Source: an optimization exercise on an open RTL-to-GDS flow (aim: small area, a short achievable clock period and few clock cycles per item). Production flows keep margins and buffers that such runs may drop.
Where RTL was checked, it was by simulation tests only, not by an equivalence proof against the original.
The RTL of run 2 was laid out without a check of its function.

==> flow/design.v, too long to show whole: its modules and the start of the top module <==
// module nco_waveform: 2237 lines
// module fa_cell: 4 lines
// module ha_cell: 4 lines
module nco_waveform (
    input  wire        clk,
    input  wire        rst,         
    input  wire        in_valid,
    output wire        in_ready,
    input  wire [31:0] p_in,
    input  wire [31:0] gain_in,
    input  wire [2:0]  wave_in,
    input  wire [31:0] rng_in,
    output reg         out_valid,
    output reg  [31:0] y_out,
    output reg  [31:0] rng_out
);
  // ...
==> flow/flow/run.sh <==
#!/bin/bash
# Layout: the standard flow (standard.sh, all steps unchanged), with the input and
# output port buffers that placement inserts made from sky130_fd_sc_hd__buf_2 cells.
# The make output goes to standard.log; ORFS's own per-step logs stay under orfs/logs/.
set -euo pipefail
export BUFFER_PORTS_ARGS="-buffer_cell sky130_fd_sc_hd__buf_2"
bash standard.sh finish > standard.log 2>&1
==> flow/standard.sh <==
#!/bin/bash
# synth_recipe.tcl (not shown) runs the flow's synth.tcl, then flattens the netlist and writes it again
# the make line also repeats each setting of config.mk as NAME=value (left out here)
make -C /OpenROAD-flow-scripts/flow DESIGN_CONFIG=/design/flow/config.mk WORK_HOME=/design/flow/orfs CLKGATE_MAP_FILE= SYNTH_SCRIPT=/design/flow/synth_recipe.tcl "${@:-finish}"
==> flow/config.mk <==
export PLATFORM = sky130hd
export DESIGN_NAME = nco_waveform
export DESIGN_NICKNAME = nco_waveform
export VERILOG_FILES = /design/flow/design.v
export SDC_FILE = /design/flow/constraint.sdc
export NUM_CORES = 4
export LEC_CHECK = 0
export CAP_MARGIN = 50
export CORE_MARGIN = 2
export CORE_UTILIZATION = 50
export CTS_CLUSTER_DIAMETER = 100
export CTS_CLUSTER_SIZE = 30
export SLEW_MARGIN = 70
export SYNTH_HIERARCHICAL = 1
==> flow/constraint.sdc <==
create_clock -name core_clock -period 22.0 [get_ports {clk}]
set_input_delay 4.4000 -clock core_clock [delete_from_list [all_inputs] [get_ports {clk}]]
set_output_delay 4.4000 -clock core_clock [all_outputs]
set_load 0.01 [all_outputs]
==> summary.md, run 1 <==
| Metric | Value |
|---|---|
| Port bufs | approximately 170 |
| Drt total wl | around 130,000 microns |
| M1 GR Usage | between 30% and 40% |
| NonClk Buf Share | between 3 and 4% |
| Worst path cell trace | fa_2 -> fa_2 -> a21o_1 -> a21oi_1 -> o21bai_1 -> a21oi_1 -> o21ai_2 -> a311oi_1 -> xnor2_1 -> buf_4 -> fa_1 -> fa_1 -> fa_1 -> fa_1 -> ha_1 -> o21ai_0 -> nand2b_1 -> a221oi_1 -> xnor2_1 |
| Layout filler cell count | about 8,300 |
| CTS H-Tree Depth | 2 |
| Tap cells | between 1,000 and 1,500 |
| Final hold vios | 0 |
| # IOs | about 170 |
| Post-route ant nets | 0 |
| Status | no timing/DRC/antenna violations |
| Post-synth top cells | 765 x nand2_1, 703 x dfxtp_1, 659 x fa_1, 275 x nor2_1, 228 x clkbuf_1 |
| Die Y | 311.3 microns |
| Met1 wire length | 51,400 microns |
| Multiplexer share of the synthesized area | roughly 3.8% |
| Clk buf depth | 3 |
| Worst path max stage delay | approximately 0.53 ns |
| Final clock skew | approximately 0.043 ns |
| Vias in the first global route | about 35,000 |
| Top cells by area, synth | dfxtp_1 30%, fa_1 28%, nand2_1 6.1% |
| CTS sink cnt | approximately 700 |
| Hold crit path type | reg -> reg |
| Clock latency (worst-skew pair) | between 0.6 and 0.7 ns |
| FF-to-FF path depth | 19 |
| CORE AREA | 93,470 sq um |
| Post-route setup TNS | 0 ns |
| Commonest cells after routing, fill and taps aside | 764 x nand2_1, 657 x fa_1, 644 x dfxtp_1, 271 x nor2_1, 220 x ha_1 |
Testbench counts, summed over its fixed seeds: cycles 3,256, items 3,200.
==> run 2, diff against run 1 <==
--- a/flow/design.v
+++ b/flow/design.v
@@ -344,169 +344,164 @@
     wire qa273, qa274;
     fa_cell u_qa273 (.a(qa221), .b(qa18), .c(qa220), .s(qa273), .co(qa274));
     wire qa275, qa276;
     fa_cell u_qa275 (.a(pX[22]), .b(qa19), .c(qa222), .s(qa275), .co(qa276));
     wire qa277, qa278;
     ha_cell u_qa277 (.a(pX[23]), .b(qa20), .s(qa277), .co(qa278));
     wire [29:0] qa_ra = {qa22, qa21, qa277, qa275, qa273, qa271, qa269, qa267, qa265, qa263, qa261, qa259, qa257, qa255, qa253, qa251, qa249, qa247, qa245, qa243, qa241, qa239, qa237, qa235, qa233, qa231, qa229, qa227, qa225, qa223};
     wire [29:0] qa_rb = {1'b0, qa278, qa276, qa274, qa272, qa270, qa268, qa266, qa264, qa262, qa260, qa258, qa256, qa254, qa252, qa250, qa248, qa246, qa244, qa242, qa240, qa238, qa236, qa234, qa232, qa230, qa228, qa226, qa224, qa0};
-    wire [16:0] s_lo  = {1'b0, qa_ra[15:0]} + {1'b0, qa_rb[15:0]};
+    wire [29:0] s_acc = qa_ra + qa_rb;
+    wire [25:0] s_q0  = s_acc[28:3];
     wire        s_q25 = (pX >= D_MANT);
     wire [2:0]  s_rp  = (pep >= 8'd4) ? (s_q25 ? 3'd2 : 3'd1) : (3'd5 - pep[2:0]);
     wire [7:0]  s_evb = pep + {5'd0, s_rp} - 8'd3;
     reg [25:0] a1;                        
-    reg [12:0] s_hb1;                     
-    reg        s_hc1;                     
     reg        up1, is_tri1, sqf1, s_x01, s_zx1, is_saw1, nanp1;
     reg [2:0]  s_rp1;
     reg [7:0]  s_evb1;
     reg [31:0] g1, r1;
     reg        gnz1;                      
     always @(posedge clk) begin
         gnz1    <= (g0[30:23] != 8'd0);
-        a1      <= is_saw ? {qa_ra[28:16], s_lo[15:3]} :
-                   (is_tri ? {1'b0, t_k} : (is_nz ? {2'b00, kk} : 26'd0));
-        s_hb1   <= qa_rb[28:16];
-        s_hc1   <= s_lo[16];
+        a1      <= is_saw ? s_q0 : (is_tri ? {1'b0, t_k} : (is_nz ? {2'b00, kk} : 26'd0));
         up1     <= is_tri & t_up & !t_big;
         is_tri1 <= is_tri;
         sqf1    <= is_sq & sq_pos;
         s_x01   <= pX[0];
         s_zx1   <= (p0 == 31'd0);
         s_rp1   <= s_rp;
         s_evb1  <= s_evb;
         is_saw1 <= is_saw;
         nanp1   <= is_sq & sq_pos & (g0[30:23] == 8'hFF) & (g0[22:0] != 23'd0);
         g1      <= g0;
         r1      <= is_nz ? ls : r0;
     end
-    wire [25:0] s_q0b = {a1[25:13] + s_hb1 + {12'd0, s_hc1}, a1[12:0]};
-    wire rb0 = ~s_q0b[0];
-    wire rb1 = ~s_q0b[0];
-    wire rb2 = ~s_q0b[0];
-    wire rb3 = ~s_q0b[0];
+    wire rb0 = ~a1[0];
+    wire rb1 = ~a1[0];
+    wire rb2 = ~a1[0];
+    wire rb3 = ~a1[0];
     wire rb4, rb5;
-    ha_cell u_rb4 (.a(s_q0b[22]), .b(s_q0b[20]), .s(rb4), .co(rb5));
+    ha_cell u_rb4 (.a(a1[22]), .b(a1[20]), .s(rb4), .co(rb5));
     wire rb6, rb7;
-    fa_cell u_rb6 (.a(s_q0b[23]), .b(s_q0b[21]), .c(s_q0b[18]), .s(rb6), .co(rb7));
+    fa_cell u_rb6 (.a(a1[23]), .b(a1[21]), .c(a1[18]), .s(rb6), .co(rb7));
     wire rb8, rb9;
-    ha_cell u_rb8 (.a(~s_q0b[11]), .b(~s_q0b[7]), .s(rb8), .co(rb9));
+    ha_cell u_rb8 (.a(~a1[11]), .b(~a1[7]), .s(rb8), .co(rb9));
     wire rb10, rb11;
-    fa_cell u_rb10 (.a(s_q0b[24]), .b(s_q0b[22]), .c(s_q0b[19]), .s(rb10), .co(rb11));
+    fa_cell u_rb10 (.a(a1[24]), .b(a1[22]), .c(a1[19]), .s(rb10), .co(rb11));
     wire rb12, rb13;
-    fa_cell u_rb12 (.a(~s_q0b[12]), .b(~s_q0b[8]), .c(~s_q0b[5]), .s(rb12), .co(rb13));
+    fa_cell u_rb12 (.a(~a1[12]), .b(~a1[8]), .c(~a1[5]), .s(rb12), .co(rb13));
     wire rb14, rb15;
-    fa_cell u_rb14 (.a(s_x01), .b(s_q0b[25]), .c(s_q0b[23]), .s(rb14), .co(rb15));
+    fa_cell u_rb14 (.a(s_x01), .b(a1[25]), .c(a1[23]), .s(rb14), .co(rb15));
     wire rb16, rb17;
-    fa_cell u_rb16 (.a(s_q0b[20]), .b(~s_q0b[13]), .c(~s_q0b[9]), .s(rb16), .co(rb17));
+    fa_cell u_rb16 (.a(a1[20]), .b(~a1[13]), .c(~a1[9]), .s(rb16), .co(rb17));
     wire rb18, rb19;
-    ha_cell u_rb18 (.a(~s_q0b[6]), .b(s_q0b[3]), .s(rb18), .co(rb19));
+    ha_cell u_rb18 (.a(~a1[6]), .b(a1[3]), .s(rb18), .co(rb19));
     wire rb20, rb21;
-    ha_cell u_rb20 (.a(s_q0b[16]), .b(s_q0b[14]), .s(rb20), .co(rb21));
+    ha_cell u_rb20 (.a(a1[16]), .b(a1[14]), .s(rb20), .co(rb21));
     wire rb22, rb23;
-    fa_cell u_rb22 (.a(s_q0b[17]), .b(s_q0b[15]), .c(s_q0b[12]), .s(rb22), .co(rb23));
+    fa_cell u_rb22 (.a(a1[17]), .b(a1[15]), .c(a1[12]), .s(rb22), .co(rb23));
     wire rb24, rb25;
-    fa_cell u_rb24 (.a(s_q0b[18]), .b(s_q0b[16]), .c(s_q0b[13]), .s(rb24), .co(rb25));
+    fa_cell u_rb24 (.a(a1[18]), .b(a1[16]), .c(a1[13]), .s(rb24), .co(rb25));
     wire rb26, rb27;
-    fa_cell u_rb26 (.a(s_q0b[19]), .b(s_q0b[17]), .c(s_q0b[14]), .s(rb26), .co(rb27));
+    fa_cell u_rb26 (.a(a1[19]), .b(a1[17]), .c(a1[14]), .s(rb26), .co(rb27));
     wire rb28, rb29;
-    ha_cell u_rb28 (.a(~s_q0b[7]), .b(~s_q0b[3]), .s(rb28), .co(rb29));
+    ha_cell u_rb28 (.a(~a1[7]), .b(~a1[3]), .s(rb28), .co(rb29));
     wire rb30, rb31;
-    fa_cell u_rb30 (.a(s_q0b[20]), .b(s_q0b[18]), .c(s_q0b[15]), .s(rb30), .co(rb31));
+    fa_cell u_rb30 (.a(a1[20]), .b(a1[18]), .c(a1[15]), .s(rb30), .co(rb31));
     wire rb32, rb33;
-    fa_cell u_rb32 (.a(~s_q0b[8]), .b(~s_q0b[4]), .c(~s_q0b[1]), .s(rb32), .co(rb33));
+    fa_cell u_rb32 (.a(~a1[8]), .b(~a1[4]), .c(~a1[1]), .s(rb32), .co(rb33));
     wire rb34, rb35;
-    fa_cell u_rb34 (.a(s_q0b[21]), .b(s_q0b[19]), .c(s_q0b[16]), .s(rb34), .co(rb35));
+    fa_cell u_rb34 (.a(a1[21]), .b(a1[19]), .c(a1[16]), .s(rb34), .co(rb35));
     wire rb36, rb37;
-    fa_cell u_rb36 (.a(~s_q0b[9]), .b(~s_q0b[5]), .c(~s_q0b[2]), .s(rb36), .co(rb37));
+    fa_cell u_rb36 (.a(~a1[9]), .b(~a1[5]), .c(~a1[2]), .s(rb36), .co(rb37));
     wire rb38, rb39;
-    fa_cell u_rb38 (.a(rb4), .b(s_q0b[17]), .c(~s_q0b[10]), .s(rb38), .co(rb39));
+    fa_cell u_rb38 (.a(rb4), .b(a1[17]), .c(~a1[10]), .s(rb38), .co(rb39));
     wire rb40, rb41;
-    fa_cell u_rb40 (.a(~s_q0b[6]), .b(~s_q0b[3]), .c(rb3), .s(rb40), .co(rb41));
+    fa_cell u_rb40 (.a(~a1[6]), .b(~a1[3]), .c(rb3), .s(rb40), .co(rb41));
     wire rb42, rb43;
-    fa_cell u_rb42 (.a(rb6), .b(rb8), .c(~s_q0b[4]), .s(rb42), .co(rb43));
+    fa_cell u_rb42 (.a(rb6), .b(rb8), .c(~a1[4]), .s(rb42), .co(rb43));
     wire rb44, rb45;
-    fa_cell u_rb44 (.a(s_q0b[1]), .b(s_q0b[0]), .c(rb5), .s(rb44), .co(rb45));
+    fa_cell u_rb44 (.a(a1[1]), .b(a1[0]), .c(rb5), .s(rb44), .co(rb45));
     wire rb46, rb47;
-    fa_cell u_rb46 (.a(rb10), .b(rb12), .c(s_q0b[2]), .s(rb46), .co(rb47));
+    fa_cell u_rb46 (.a(rb10), .b(rb12), .c(a1[2]), .s(rb46), .co(rb47));
     wire rb48, rb49;
-    fa_cell u_rb48 (.a(~s_q0b[0]), .b(rb7), .c(rb9), .s(rb48), .co(rb49));
+    fa_cell u_rb48 (.a(~a1[0]), .b(rb7), .c(rb9), .s(rb48), .co(rb49));
     wire rb50, rb51;
     fa_cell u_rb50 (.a(rb14), .b(rb16), .c(rb18), .s(rb50), .co(rb51));
     wire rb52, rb53;
-    fa_cell u_rb52 (.a(~s_q0b[1]), .b(rb11), .c(rb13), .s(rb52), .co(rb53));
+    fa_cell u_rb52 (.a(~a1[1]), .b(rb11), .c(rb13), .s(rb52), .co(rb53));
     wire rb54, rb55;
-    ha_cell u_rb54 (.a(s_q0b[6]), .b(s_q0b[4]), .s(rb54), .co(rb55));
+    ha_cell u_rb54 (.a(a1[6]), .b(a1[4]), .s(rb54), .co(rb55));
     wire rb56, rb57;
-    ha_cell u_rb56 (.a(s_q0b[7]), .b(s_q0b[5]), .s(rb56), .co(rb57));
+    ha_cell u_rb56 (.a(a1[7]), .b(a1[5]), .s(rb56), .co(rb57));
     wire rb58, rb59;
-    ha_cell u_rb58 (.a(s_q0b[8]), .b(s_q0b[6]), .s(rb58), .co(rb59));
+    ha_cell u_rb58 (.a(a1[8]), .b(a1[6]), .s(rb58), .co(rb59));
     wire rb60, rb61;
-    ha_cell u_rb60 (.a(s_q0b[9]), .b(s_q0b[7]), .s(rb60), .co(rb61));
+    ha_cell u_rb60 (.a(a1[9]), .b(a1[7]), .s(rb60), .co(rb61));
     wire rb62, rb63;
-    ha_cell u_rb62 (.a(s_q0b[10]), .b(s_q0b[8]), .s(rb62), .co(rb63));
+    ha_cell u_rb62 (.a(a1[10]), .b(a1[8]), .s(rb62), .co(rb63));
     wire rb64, rb65;
-    ha_cell u_rb64 (.a(s_q0b[11]), .b(s_q0b[9]), .s(rb64), .co(rb65));
+    ha_cell u_rb64 (.a(a1[11]), .b(a1[9]), .s(rb64), .co(rb65));
     wire rb66, rb67;
-    fa_cell u_rb66 (.a(s_q0b[12]), .b(s_q0b[10]), .c(s_q0b[7]), .s(rb66), .co(rb67));
+    fa_cell u_rb66 (.a(a1[12]), .b(a1[10]), .c(a1[7]), .s(rb66), .co(rb67));
     wire rb68, rb69;
-    fa_cell u_rb68 (.a(s_q0b[13]), .b(s_q0b[11]), .c(s_q0b[8]), .s(rb68), .co(rb69));
+    fa_cell u_rb68 (.a(a1[13]), .b(a1[11]), .c(a1[8]), .s(rb68), .co(rb69));
     wire rb70, rb71;
-    fa_cell u_rb70 (.a(s_q0b[14]), .b(s_q0b[12]), .c(s_q0b[9]), .s(rb70), .co(rb71));
+    fa_cell u_rb70 (.a(a1[14]), .b(a1[12]), .c(a1[9]), .s(rb70), .co(rb71));
     wire rb72, rb73;
-    fa_cell u_rb72 (.a(s_q0b[15]), .b(s_q0b[13]), .c(s_q0b[10]), .s(rb72), .co(rb73));
+    fa_cell u_rb72 (.a(a1[15]), .b(a1[13]), .c(a1[10]), .s(rb72), .co(rb73));
     wire rb74, rb75;
-    fa_cell u_rb74 (.a(rb20), .b(s_q0b[11]), .c(~s_q0b[4]), .s(rb74), .co(rb75));
+    fa_cell u_rb74 (.a(rb20), .b(a1[11]), .c(~a1[4]), .s(rb74), .co(rb75));
     wire rb76, rb77;
-    fa_cell u_rb76 (.a(rb22), .b(~s_q0b[5]), .c(~s_q0b[1]), .s(rb76), .co(rb77));
+    fa_cell u_rb76 (.a(rb22), .b(~a1[5]), .c(~a1[1]), .s(rb76), .co(rb77));
     wire rb78, rb79;
-    fa_cell u_rb78 (.a(rb24), .b(~s_q0b[6]), .c(~s_q0b[2]), .s(rb78), .co(rb79));
+    fa_cell u_rb78 (.a(rb24), .b(~a1[6]), .c(~a1[2]), .s(rb78), .co(rb79));
     wire rb80, rb81;
-    fa_cell u_rb80 (.a(rb26), .b(rb28), .c(~s_q0b[0]), .s(rb80), .co(rb81));
+    fa_cell u_rb80 (.a(rb26), .b(rb28), .c(~a1[0]), .s(rb80), .co(rb81));
     wire rb82, rb83;
     fa_cell u_rb82 (.a(rb30), .b(rb32), .c(rb27), .s(rb82), .co(rb83));
     wire rb84, rb85;
     fa_cell u_rb84 (.a(rb34), .b(rb36), .c(rb31), .s(rb84), .co(rb85));
     wire rb86, rb87;
     fa_cell u_rb86 (.a(rb38), .b(rb40), .c(rb35), .s(rb86), .co(rb87));
     wire rb88, rb89;
     fa_cell u_rb88 (.a(rb42), .b(rb44), .c(rb39), .s(rb88), .co(rb89));
     wire rb90, rb91;
     fa_cell u_rb90 (.a(rb46), .b(rb48), .c(rb43), .s(rb90), .co(rb91));
     wire rb92, rb93;
     fa_cell u_rb92 (.a(rb50), .b(rb52), .c(rb47), .s(rb92), .co(rb93));
     wire rb94, rb95;
-    ha_cell u_rb94 (.a(s_q0b[3]), .b(s_q0b[1]), .s(rb94), .co(rb95));
+    ha_cell u_rb94 (.a(a1[3]), .b(a1[1]), .s(rb94), .co(rb95));
     wire rb96, rb97;
-    ha_cell u_rb96 (.a(s_q0b[4]), .b(s_q0b[2]), .s(rb96), .co(rb97));
+    ha_cell u_rb96 (.a(a1[4]), .b(a1[2]), .s(rb96), .co(rb97));
     wire rb98, rb99;
-    fa_cell u_rb98 (.a(s_q0b[5]), .b(s_q0b[3]), .c(rb2), .s(rb98), .co(rb99));
+    fa_cell u_rb98 (.a(a1[5]), .b(a1[3]), .c(rb2), .s(rb98), .co(rb99));
     wire rb100, rb101;
-    fa_cell u_rb100 (.a(rb54), .b(s_q0b[1]), .c(s_q0b[0]), .s(rb100), .co(rb101));
+    fa_cell u_rb100 (.a(rb54), .b(a1[1]), .c(a1[0]), .s(rb100), .co(rb101));
     wire rb102, rb103;
-    fa_cell u_rb102 (.a(rb56), .b(s_q0b[2]), .c(rb55), .s(rb102), .co(rb103));
+    fa_cell u_rb102 (.a(rb56), .b(a1[2]), .c(rb55), .s(rb102), .co(rb103));
     wire rb104, rb105;
-    fa_cell u_rb104 (.a(rb58), .b(s_q0b[3]), .c(rb57), .s(rb104), .co(rb105));
+    fa_cell u_rb104 (.a(rb58), .b(a1[3]), .c(rb57), .s(rb104), .co(rb105));
     wire rb106, rb107;
-    fa_cell u_rb106 (.a(rb60), .b(s_q0b[4]), .c(rb59), .s(rb106), .co(rb107));
+    fa_cell u_rb106 (.a(rb60), .b(a1[4]), .c(rb59), .s(rb106), .co(rb107));
     wire rb108, rb109;
-    fa_cell u_rb108 (.a(rb62), .b(s_q0b[5]), .c(rb61), .s(rb108), .co(rb109));
+    fa_cell u_rb108 (.a(rb62), .b(a1[5]), .c(rb61), .s(rb108), .co(rb109));
     wire rb110, rb111;
-    fa_cell u_rb110 (.a(rb64), .b(s_q0b[6]), .c(rb63), .s(rb110), .co(rb111));
+    fa_cell u_rb110 (.a(rb64), .b(a1[6]), .c(rb63), .s(rb110), .co(rb111));
     wire rb112, rb113;
-    fa_cell u_rb112 (.a(rb66), .b(~s_q0b[0]), .c(rb65), .s(rb112), .co(rb113));
+    fa_cell u_rb112 (.a(rb66), .b(~a1[0]), .c(rb65), .s(rb112), .co(rb113));
     wire rb114, rb115;
-    fa_cell u_rb114 (.a(rb68), .b(~s_q0b[1]), .c(rb67), .s(rb114), .co(rb115));
+    fa_cell u_rb114 (.a(rb68), .b(~a1[1]), .c(rb67), .s(rb114), .co(rb115));
     wire rb116, rb117;
-    fa_cell u_rb116 (.a(rb70), .b(~s_q0b[2]), .c(rb69), .s(rb116), .co(rb117));
+    fa_cell u_rb116 (.a(rb70), .b(~a1[2]), .c(rb69), .s(rb116), .co(rb117));
     wire rb118, rb119;
-    fa_cell u_rb118 (.a(rb72), .b(~s_q0b[3]), .c(rb71), .s(rb118), .co(rb119));
+    fa_cell u_rb118 (.a(rb72), .b(~a1[3]), .c(rb71), .s(rb118), .co(rb119));
     wire rb120, rb121;
-    fa_cell u_rb120 (.a(rb74), .b(~s_q0b[0]), .c(rb73), .s(rb120), .co(rb121));
+    fa_cell u_rb120 (.a(rb74), .b(~a1[0]), .c(rb73), .s(rb120), .co(rb121));
     wire rb122, rb123;
     fa_cell u_rb122 (.a(rb76), .b(rb21), .c(rb75), .s(rb122), .co(rb123));
     wire rb124, rb125;
     fa_cell u_rb124 (.a(rb78), .b(rb23), .c(rb77), .s(rb124), .co(rb125));
     wire rb126, rb127;
     fa_cell u_rb126 (.a(rb80), .b(rb25), .c(rb79), .s(rb126), .co(rb127));
     wire rb128, rb129;
     fa_cell u_rb128 (.a(rb82), .b(rb29), .c(rb81), .s(rb128), .co(rb129));
@@ -515,24 +510,24 @@
     wire rb132, rb133;
     fa_cell u_rb132 (.a(rb86), .b(rb37), .c(rb85), .s(rb132), .co(rb133));
     wire rb134, rb135;
     fa_cell u_rb134 (.a(rb88), .b(rb41), .c(rb87), .s(rb134), .co(rb135));
     wire rb136, rb137;
     fa_cell u_rb136 (.a(rb90), .b(rb45), .c(rb89), .s(rb136), .co(rb137));
     wire rb138, rb139;
     fa_cell u_rb138 (.a(rb92), .b(rb49), .c(rb91), .s(rb138), .co(rb139));
-    wire [25:0] rb_ra = {rb138, rb136, rb134, rb132, rb130, rb128, rb126, rb124, rb122, rb120, rb118, rb116, rb114, rb112, rb110, rb108, rb106, rb104, rb102, rb100, rb98, rb96, rb94, s_q0b[2], s_q0b[1], rb0};
-    wire [25:0] rb_rb = {rb137, rb135, rb133, rb131, rb129, rb127, rb125, rb123, rb121, rb119, rb117, rb115, rb113, rb111, rb109, rb107, rb105, rb103, rb101, rb99, rb97, rb95, s_q0b[0], rb1, s_q0b[0], 1'b0};
+    wire [25:0] rb_ra = {rb138, rb136, rb134, rb132, rb130, rb128, rb126, rb124, rb122, rb120, rb118, rb116, rb114, rb112, rb110, rb108, rb106, rb104, rb102, rb100, rb98, rb96, rb94, a1[2], a1[1], rb0};
+    wire [25:0] rb_rb = {rb137, rb135, rb133, rb131, rb129, rb127, rb125, rb123, rb121, rb119, rb117, rb115, rb113, rb111, rb109, rb107, rb105, rb103, rb101, rb99, rb97, rb95, a1[0], rb1, a1[0], 1'b0};
     wire [25:0] b_r0 = rb_ra + rb_rb;                   
     wire        b_c  = !b_r0[25];
-    wire [24:0] b_sh  = s_q0b >> s_rp1;
-    wire        b_g   = s_q0b[s_rp1 - 3'd1];
-    wire        b_lo1 = (s_rp1 == 3'd1) || (s_rp1 == 3'd2 && s_q0b[0]) ||
-                        (s_rp1 == 3'd3 && (&s_q0b[1:0])) || (s_rp1 == 3'd4 && (&s_q0b[2:0]));
+    wire [24:0] b_sh  = a1 >> s_rp1;
+    wire        b_g   = a1[s_rp1 - 3'd1];
+    wire        b_lo1 = (s_rp1 == 3'd1) || (s_rp1 == 3'd2 && a1[0]) ||
+                        (s_rp1 == 3'd3 && (&a1[1:0])) || (s_rp1 == 3'd4 && (&a1[2:0]));
     wire        tn_c23 = up1 & (&a1[22:0]);             
     wire        tn_x23 = a1[23] ^ tn_c23;                
     wire        flip1  = is_tri1 ? (a1[24] ^ (a1[23] & tn_c23)) : sqf1;    
     wire [23:0] tn_mag = {1'b0, a1[22:0] ^ {23{!a1[23]}}} + {23'd0, up1 ^ !a1[23]};
     wire        tn_z   = (a1[23] && (a1[22:0] == 23'd0) && !up1) ||
                          (!a1[23] && tn_c23);                          
     wire        tn_s   = !tn_z && (!tn_x23 ^ flip1);
     reg [24:0] a2;                        
@@ -2157,60 +2152,60 @@
     always @(*) begin
         c_tzg = 5'd24;
         c_tzv = 5'd24;
         for (i = 23; i >= 0; i = i - 1) begin
             if (c_gm[i]) c_tzg = i[4:0];
             if (m3[i])   c_tzv = i[4:0];
         end
     end
-    wire [5:0]  c_tzp = {1'b0, c_tzg} + {1'b0, c_tzv};                
-    wire        c_st  = c_tzp < 6'd22;                                  
+    wire        c_st  = ({1'b0, c_tzg} + {1'b0, c_tzv}) < 6'd22;      
     wire signed [9:0] c_e1 = $signed({2'd0, c_gep}) + $signed({2'd0, eb3}) - $signed({5'd0, lz3})
                            - 10'sd126;                                  
     wire signed [9:0] c_sh1r = 10'sd1 - c_e1;
     wire signed [9:0] c_sh0r = 10'sd2 - c_e1;
     wire [4:0]  c_sh1 = (c_sh1r <= 10'sd0) ? 5'd0 : ((c_sh1r > 10'sd26) ? 5'd26 : c_sh1r[4:0]);
     wire [4:0]  c_sh0 = (c_sh0r <= 10'sd0) ? 5'd0 : ((c_sh0r > 10'sd26) ? 5'd26 : c_sh0r[4:0]);
-    wire        c_so1 = (c_tzp <= 6'd22 + {1'b0, c_sh1});
-    wire        c_so0 = (c_tzp < 6'd22 + {1'b0, c_sh0});
     wire        c_gnan = (c_ge == 8'hFF) && (g3[22:0] != 23'd0);
     wire        c_ginf = (c_ge == 8'hFF) && (g3[22:0] == 23'd0);
     wire        c_gz   = (g3[30:0] == 31'd0);
     reg [25:0] pa4, pb4;
     reg        ci4, st4;
     reg [7:0]  ef4;
     reg [4:0]  sh14, sh04;
-    reg        so14, so04;
     reg        sy4, nanq4, inf4, zero4, nanp4;
     reg [31:0] r4;
     always @(posedge clk) begin
         pa4   <= mc_ra[47:22];
         pb4   <= mc_rb[47:22];
         ci4   <= c_lo[22];
         st4   <= c_st;
         ef4   <= c_e1[7:0];
         sh14  <= c_sh1;
         sh04  <= c_sh0;
-        so14  <= c_so1;
-        so04  <= c_so0;
         sy4   <= g3[31] ^ sg3;
         nanq4 <= c_gnan || (c_ginf && z3);
         inf4  <= c_ginf && !z3;
         zero4 <= (c_gz || z3) && !c_gnan && !c_ginf;
         nanp4 <= nanp3;
         r4    <= r3;
     end
     wire [25:0] d_p  = ~(pa4 + pb4 + {25'd0, ci4});    
     wire        d_h  = d_p[25];
     wire [24:0] d_w  = d_h ? d_p[25:1] : d_p[24:0];    
     wire [7:0]  d_ef = d_h ? ef4 : (ef4 - 8'd1);
     wire [4:0]  d_sh = d_h ? sh14 : sh04;
     wire [24:0] d_ws = d_w >> d_sh;
-    wire        d_so = d_h ? so14 : so04;
+    reg  [4:0]  d_tz;                     
+    always @(*) begin
+        d_tz = 5'd26;
+        for (i = 25; i >= 0; i = i - 1)
+            if (d_p[i]) d_tz = i[4:0];
+    end
+    wire        d_so = d_h ? (d_tz <= sh14) : (d_tz < sh04);
     reg [23:0] m5;
     reg        rg5, rs5;
     reg [7:0]  ef5;
     reg        sy5, nanq5, inf5, zero5, nanp5;
     reg [31:0] r5;
     always @(posedge clk) begin
         m5    <= d_ws[24:1];
         rg5   <= d_ws[0];
==> flow/run.sh (new file) <==
#!/bin/bash
# synth_recipe.tcl (not shown) runs the flow's synth.tcl, then flattens the netlist and writes it again
# the make line also repeats each setting of config.mk as NAME=value (left out here)
make -C /OpenROAD-flow-scripts/flow DESIGN_CONFIG=/design/flow/config.mk WORK_HOME=/design/flow/orfs CLKGATE_MAP_FILE= SYNTH_SCRIPT=/design/flow/synth_recipe.tcl finish
removed: flow/flow/run.sh
removed: flow/standard.sh
==> summary.md, run 2 <==
| Metric | Value |
|---|---|
| Setup Fix Bufs, Post-CTS | 0 (unchanged) |
| Die ar. | 96,320 sq um (was 96,880 sq um) |
| Final hold vios | 0 (unchanged) |
| FF+latch count, synth | 687 (was 703) |
| Pre-antenna DRT Iters | 7 (was 6) |
| Post-route setup TNS | 0 ns (unchanged) |
| Synth top area share | 29.31% (was 29.81%) |
| # DRC | 0 (unchanged) |
| Layout Nets | 5,709 (was 5,721) |
| Max Cap Viol | 0 (unchanged) |
| Initial core utilization | 50.36% (was 50.50%) |
| Iteration-0 DRC Markers | 2,639 (was 2,610) |
| Cell variety after synth | 93 (was 91) |
| Drt total wl | 128,300 microns (was 127,000 microns) |
| Worst path buffer plus inverter count | 1 (unchanged) |
| Post-DP HPWL | 95,360 microns (was 93,750 microns) |
| Register-to-register setup slack | 16.26 ns (was 15.94 ns) |
| Most used DFF post-synth | dfxtp_1 (unchanged) |
| Crit path required time | 17.60 ns (was 22.56 ns) |
| Post-Syn Nets | 5,686 (was 5,672) |
| Status | no timing/DRC/antenna violations (unchanged) |
| Root buf cell | clkbuf_16 (unchanged) |
| First-pass GRT wire length | 201,000 microns (was 200,600 microns) |
| Post-synth top cells | 795 x nand2_1, 687 x dfxtp_1, 657 x fa_1, 246 x nor2_1, 243 x clkbuf_1 (was 765 x nand2_1, 703 x dfxtp_1, 659 x fa_1, 275 x nor2_1, 228 x clkbuf_1) |
| Final clock skew | 0.03692 ns (was 0.04318 ns) |
| CP max-delay cell | clkdlybuf4s50_1 (was fa_1) |
| Via Count | 34,683 (was 34,062) |
| RSZ-0062 raised after global routing | no (unchanged) |
| Worst path max stage delay | 0.55 ns (was 0.53 ns) |
| Post-route ant nets | 0 (unchanged) |
| Post-Synthesis Cells | 4,710 (was 4,690) |
| Final setup violation count | 0 (unchanged) |
| Post_cts resized | 0 (unchanged) |
| CTS sink cnt | 687 (was 703) |
| Worst setup EP type | output port (was register) |
| # rows | 112 (unchanged) |
| YS warnings | 7 (unchanged) |
| Top cells by area, synth | dfxtp_1 29%, fa_1 28%, nand2_1 6.4% (was dfxtp_1 30%, fa_1 28%, nand2_1 6.1%) |
| Vias in the first global route | 35,038 (was 35,039) |
| Port bufs | 165 (unchanged) |
| Commonest cells after routing, fill and taps aside | 792 x nand2_1, 657 x fa_1, 621 x dfxtp_1, 238 x nor2_1, 215 x ha_1 (was 764 x nand2_1, 657 x fa_1, 644 x dfxtp_1, 271 x nor2_1, 220 x ha_1) |
| Seq/Total Area, Yosys | 29.31% (was 29.81%) |
| Top cell type by total area after synthesis | dfxtp_1 (unchanged) |
| Antenna fix cells | 0 (unchanged) |
| CTS H-Tree Depth | 1 (was 2) |
| Layout filler cell count | 8,229 (was 8,268) |
| Min-Delay Endpoint | r3[30] (was g3[6]) |
| Max Fclk | 166.6 MHz (was 165.0 MHz) |
| WP data arrival | 1.60 ns (was 6.62 ns) |
| Share of layout cells above drive strength 1 | 8.949% (was 12.34%) |
| CTS tree | built (unchanged) |
| Reg-to-reg startpoint | p0[1] (was a1[13]) |
| Syn_area_per_cell | 9.963 sq um (was 10.06 sq um) |
| Grt ovf | 0 (unchanged) |
| Hold_buf cts | 0 (unchanged) |
| Largest net degree at the start of global routing | 52 (was 49) |
| Hold crit path type | reg -> reg (unchanged) |
| Hold Path Origin | r2[30] (was g2[6]) |
| Multi-input logic area | 32,140 sq um (was 32,160 sq um) |
| Fin crit share | 27.29% (was 27.54%) |
| EDFF count, synth | 0 (unchanged) |
| Initial antenna violation count | 0 (unchanged) |
| Total GRT Usage | 27.02% (was 26.49%) |
| Critical path startpoint category | register (unchanged) |
| Top Family by Delay on Critical Path | buffers and inverters (was adder cells) |
| Most common cell after layout, fill and taps aside | nand2_1 (unchanged) |
| Num CTS Buffers | 31 (was 36) |
| CORE AREA | 93,190 sq um (was 93,470 sq um) |
| Area Overhead vs Synth | 10.82% (was 10.10%) |
| Hold-critical path depth | 0 (unchanged) |
| Critical path class | reg -> out (was reg -> reg) |
| Crit-path max FO | 1 (was 4) |
| Die Y | 310.4 microns (was 311.3 microns) |
| Clock-pin slew on the worst setup and hold paths | 0.10 ns (about the same) |
| Clk buf depth | 3 (unchanged) |
| Worst path cell trace | clkdlybuf4s50_1 (was fa_2 -> fa_2 -> a21o_1 -> a21oi_1 -> o21bai_1 -> a21oi_1 -> o21ai_2 -> a311oi_1 -> xnor2_1 -> buf_4 -> fa_1 -> fa_1 -> fa_1 -> fa_1 -> ha_1 -> o21ai_0 -> nand2b_1 -> a221oi_1 -> xnor2_1) |
| Final core occ | 55.81% (was 55.60%) |
| Mapped Area | 46,930 sq um (was 47,200 sq um) |
| Die width | 310.4 microns (was 311.3 microns) |
| Clock latency (worst-skew pair) | 0.67 ns (was 0.66 ns) |
| Max-slew violations | 0 (unchanged) |
| Drt wl/cell | 21.38 microns (was 21.13 microns) |
| Tmin final | 6.004 ns (was 6.060 ns) |
| Via density | 5.778 (was 5.667) |
| Top-count cell post-synth | nand2_1 (unchanged) |
| GP Congestion | 0.9420 (was 0.9231) |
| # IOs | 168 (unchanged) |
| FFs w/ async S/R, synth | 0% (unchanged) |
| FF+latch area | 13,860 sq um (was 14,180 sq um) |
| Worst reg2reg path endpoint | a1[24] (was c2) |
| FF-to-FF path depth | 17 (was 19) |
## run 2: per-layer routing
metal	track usage (%)	share of wire, %	vias up	wire length, microns
met1	35.59	41	17235	52270
met5	0	0	-	0
met3	3.828	6.9	273	8902
met4	9.415	3.8	0	4818
li1	-	-	15796	-
met2	45.64	49	1379	62340
## run 2: area by class of cell
type	count	area share [%]
Timing Repair Buffer	269	5.139
Multi-Input combinational cell	3539	61.81
Sequential cell	687	26.64
Inverter	205	1.484
Tap cell	1254	3.017
Clock inverter	13	0.3633
Clock buffer	36	1.547
## run 2: worst max-delay path by stage
stage                           start     endpoint  slack [ns]  cells past startpoint
after floorplan                g3[12]          ci4       16.74                     20
after global placement          p0[1]       a1[24]       15.99                     17
after detailed placement        p0[1]       a1[24]       16.31                     17
after CTS                 rng_out[11]  rng_out[11]       15.89                      1
after global routing      rng_out[11]  rng_out[11]       15.89                      1
final                     rng_out[11]  rng_out[11]       16.00                      1
## run 2: modules after synthesis (local to each module, per instance)
module,flip-flops and latches,area (sq um)
fa_cell,0,20.02
ha_cell,0,12.51
nco_waveform,687,33570
## run 2: cells by family after synthesis
| logic type | count (synthesis) | synth area share [%] |
|---|---|---|
| AND/OR/NAND/NOR | 1525 | 14.56 |
| flip-flops | 687 | 29.31 |
| AO/OA/AOI/OAI | 819 | 11.17 |
| other | 1 | 0.007991 |
| buffers and inverters | 484 | 3.951 |
| multiplexers | 104 | 2.768 |
| adder cells (fa/ha/maj) | 874 | 33.81 |
| XOR/XNOR | 216 | 4.415 |
## run 2: per-stage QoR
stage                     setup slack (ns)  hold slack [ns]  cell area, sq um  std cells
after floorplan                      16.74           0.3096             46930       4710
after global placement               15.99           0.3099             49610       5917
after detailed placement             16.31           0.3118             50670       5951
after CTS                            15.89           0.3246             51670       6000
after global routing                 15.89           0.3143             52010       6003
final                                16.00           0.3264             52010       6003

## static timing again, ports no longer ideal
The flow's constraints put no driver on any port. The routed layouts listed below were extracted and timed again, unchanged, in two steps.
Step 1 (the two cells are an assumption about what drives the block):
set clk [get_ports {clk}]
set_driving_cell -lib_cell sky130_fd_sc_hd__clkbuf_16 $clk
set_driving_cell -lib_cell sky130_fd_sc_hd__buf_2 [delete_from_list [all_inputs] $clk]
Step 2 adds t to the input delays and takes it off the output delays; t is the mean of the earliest and latest rising clock arrival at the registers after step 1. Input paths then give back, and output paths get back, about the clock's delay inside the block.
Slacks: ideal / step 1 / step 2; pairs: ideal / step 1.
run	t, ns	setup slack, ns	hold WS [ns]	worst setup path at the end	worst register clock-pin slew, ns
run 1	0.702	15.940 / 15.940 / 15.940	0.327 / 0.327 / 0.327	register to register	0.11 / 0.11
run 2	0.716	15.996 / 15.933 / 16.257	0.326 / 0.326 / 0.326	register to register	0.11 / 0.11
After both steps setup and hold are still met in every run listed.
